This is an optimization exercise on Yosys and OpenROAD, whose aim is small area, a short achievable clock period and few clock cycles per item, not a production implementation. Where RTL was checked, it was by simulation tests only, not by an equivalence proof against the original.

pepper:
## re_dist
module re_dist (
    input  wire        clk,
    input  wire        rst,
    input  wire        start,
    input  wire        mode,
    input  wire [39:0] a,
    input  wire [39:0] b,
    input  wire [39:0] c,
    input  wire [39:0] d,
    input  wire [39:0] rx_time,
    output wire        ready,
    output reg         done,
    output wire        ok,
    output wire [63:0] tof,
    output wire [63:0] dist_mm
);
    localparam integer K = 6;
    localparam integer W = 65 + K;
    localparam [24:0] DIVC = 25'd32000000;
    localparam [24:0] CLO  = 25'd21896229;       
    reg        st_idle, st_m1, st_m2, st_div;
    reg [3:0]  sc;        
    reg [63:0] X;         
    reg        xo;        
    reg [39:0] Y;         
    reg [K-1:0] ycn;      
    reg [39:0] Cc;        
    reg [39:0] Dd;        
    reg [63:0] P;         
    reg [41:0] s;
    reg        bad;
    reg        okr;
    reg        started;
    reg [4:0]  pos;
    assign ready   = st_idle;
    assign ok      = okr;
    assign tof     = {33'd0, P[30:0]};
    assign dist_mm = {30'd0, Cc[33:0]};
    wire [K-1:0] chunk = Y[K-1:0];
    wire [W-1:0] pin   = {{(W-64){1'b0}}, P};
    wire [W-1:0] row [0:K-1];
    genvar gi;
    generate
        for (gi = 0; gi < K; gi = gi + 1) begin : g_row
  ...
Size: about 4400 cells after synthesis.
export LEC_CHECK = 0
export CAP_MARGIN = 20
export CORE_MARGIN = 2
export CORE_UTILIZATION = 65
export PLACE_DENSITY = 0.75
export SETUP_SLACK_MARGIN = 5
export SLEW_MARGIN = 20
create_clock -name core_clock -period 12.0 [get_ports {clk}]
run.sh (not shown) runs the stock make flow with config.mk's settings and CLKGATE_MAP_FILE= SYNTH_SCRIPT=/design/flow/synth_recipe.tcl, a recipe that flattens the netlist after the stock synthesis.
pepper completed every stage of the flow, and the final layout passed the timing, DRC and antenna checks.
Testbench counts of pepper, summed over its fixed seeds: cycles 6,976, items 320.
--- input diff pepper..xenon ---
-- flow/design.v --
<<< pepper, line 58
    reg        xo;        
    reg [39:0] Y;         
    reg [K-1:0] ycn;      
    reg [39:0] Cc;        
    reg [39:0] Dd;        
>>> xenon, line 58
    reg        xo;        
    reg [39:0] Y;         
    reg [39:0] Cc;        
    reg [39:0] Dd;        
<<< pepper, line 77
    generate
        for (gi = 0; gi < K; gi = gi + 1) begin : g_row
            assign row[gi] = {{(W-64){1'b0}}, X[63:32] & {32{~ycn[gi]}}, X[31:0] & {32{chunk[gi]}}} << gi;
        end
    endgenerate
>>> xenon, line 76
    generate
        for (gi = 0; gi < K; gi = gi + 1) begin : g_row
            assign row[gi] = {{(W-64){1'b0}}, X & {64{chunk[gi]}}} << gi;
        end
    endgenerate
<<< pepper, line 173
            X       <= {24'd0, mode ? b : a};
            Y       <= mode ? sa[39:0] : b;
            ycn     <= ~(mode ? sa[K-1:0] : b[K-1:0]);
            Cc      <= mode ? a : c;
            Dd      <= d;
>>> xenon, line 172
            X       <= {24'd0, mode ? b : a};
            Y       <= mode ? sa[39:0] : b;
            Cc      <= mode ? a : c;
            Dd      <= d;
<<< pepper, line 180
        end else if (st_div) begin
            Y       <= Y >> K;
            ycn     <= ~Y[2*K-1:K];
            X[63:42] <= 22'd0;
            pos     <= pos - (skip8 ? 5'd8 : 5'd1);
>>> xenon, line 178
        end else if (st_div) begin
            Y       <= Y >> K;
            X[63:42] <= 22'd0;
            pos     <= pos - (skip8 ? 5'd8 : 5'd1);
<<< pepper, line 205
            started <= 1'b0;
            Y       <= Y >> K;
            ycn     <= ~Y[2*K-1:K];
            P       <= msum[63:0];
            X       <= X << K;
>>> xenon, line 202
            started <= 1'b0;
            Y       <= Y >> K;
            P       <= msum[63:0];
            X       <= X << K;
<<< pepper, line 214
                xo <= 1'b0;
                Y  <= Dd;
                ycn <= ~Dd[K-1:0];
            end
            if (m2end) begin
>>> xenon, line 210
                xo <= 1'b0;
                Y  <= Dd;
            end
            if (m2end) begin
xenon: flow completed, timing, DRC and antenna clean
Layout filler cell count: xenon vs pepper down 0.74%
Between xenon and pepper, count of non-CTS buffers in the layout is lower for xenon, pepper comes in above that.
xenon reports its cell at the slowest stage of the critical path as sky130_fd_sc_hd__xnor2_1 while pepper reports sky130_fd_sc_hd__clkbuf_8.
Between xenon and pepper, the buffering overhead figures differ only marginally.
[compare] base=pepper new=xenon: weighted congestion at the end of routability-driven global placement went down by 3.6%; critical path depth went up by 2; total length of routed wires went up by about 3.5%.
From pepper to xenon, number of standard-cell rows in the floorplan did not move at all.
Compared with pepper, xenon shows a smallest setup slack after layout that is 0.062 ns lower.
The RTL of xenon was laid out without a check of its function.

[separate check: timing with driven ports]
In the flow no input, the clock included, has a driving cell. The finished layouts below were timed again as built, in two steps. Step 1 assumes that a clkbuf_16 drives the clock port and a buf_2 every other input. Step 2 moves the port delays by t, midway between the first and last clock arrival at a register: inputs arrive t later, outputs are due t later. That takes back most of the time a late clock gives input paths. a / b / c = ideal / step 1 / step 2; a / b = the first two.
run	shift t [ns]	slack for setup (ns)	worst data-port slew with drivers (ns)
pepper	0.667	5.113 / 5.156 / 4.489	0.07
xenon	0.663	5.051 / 5.051 / 4.544	0.07
After both steps every run listed still meets setup and hold. For pepper, which loses most, drivers alone change the setup slack by +0.043 ns; drivers and shift together by -0.624 ns.
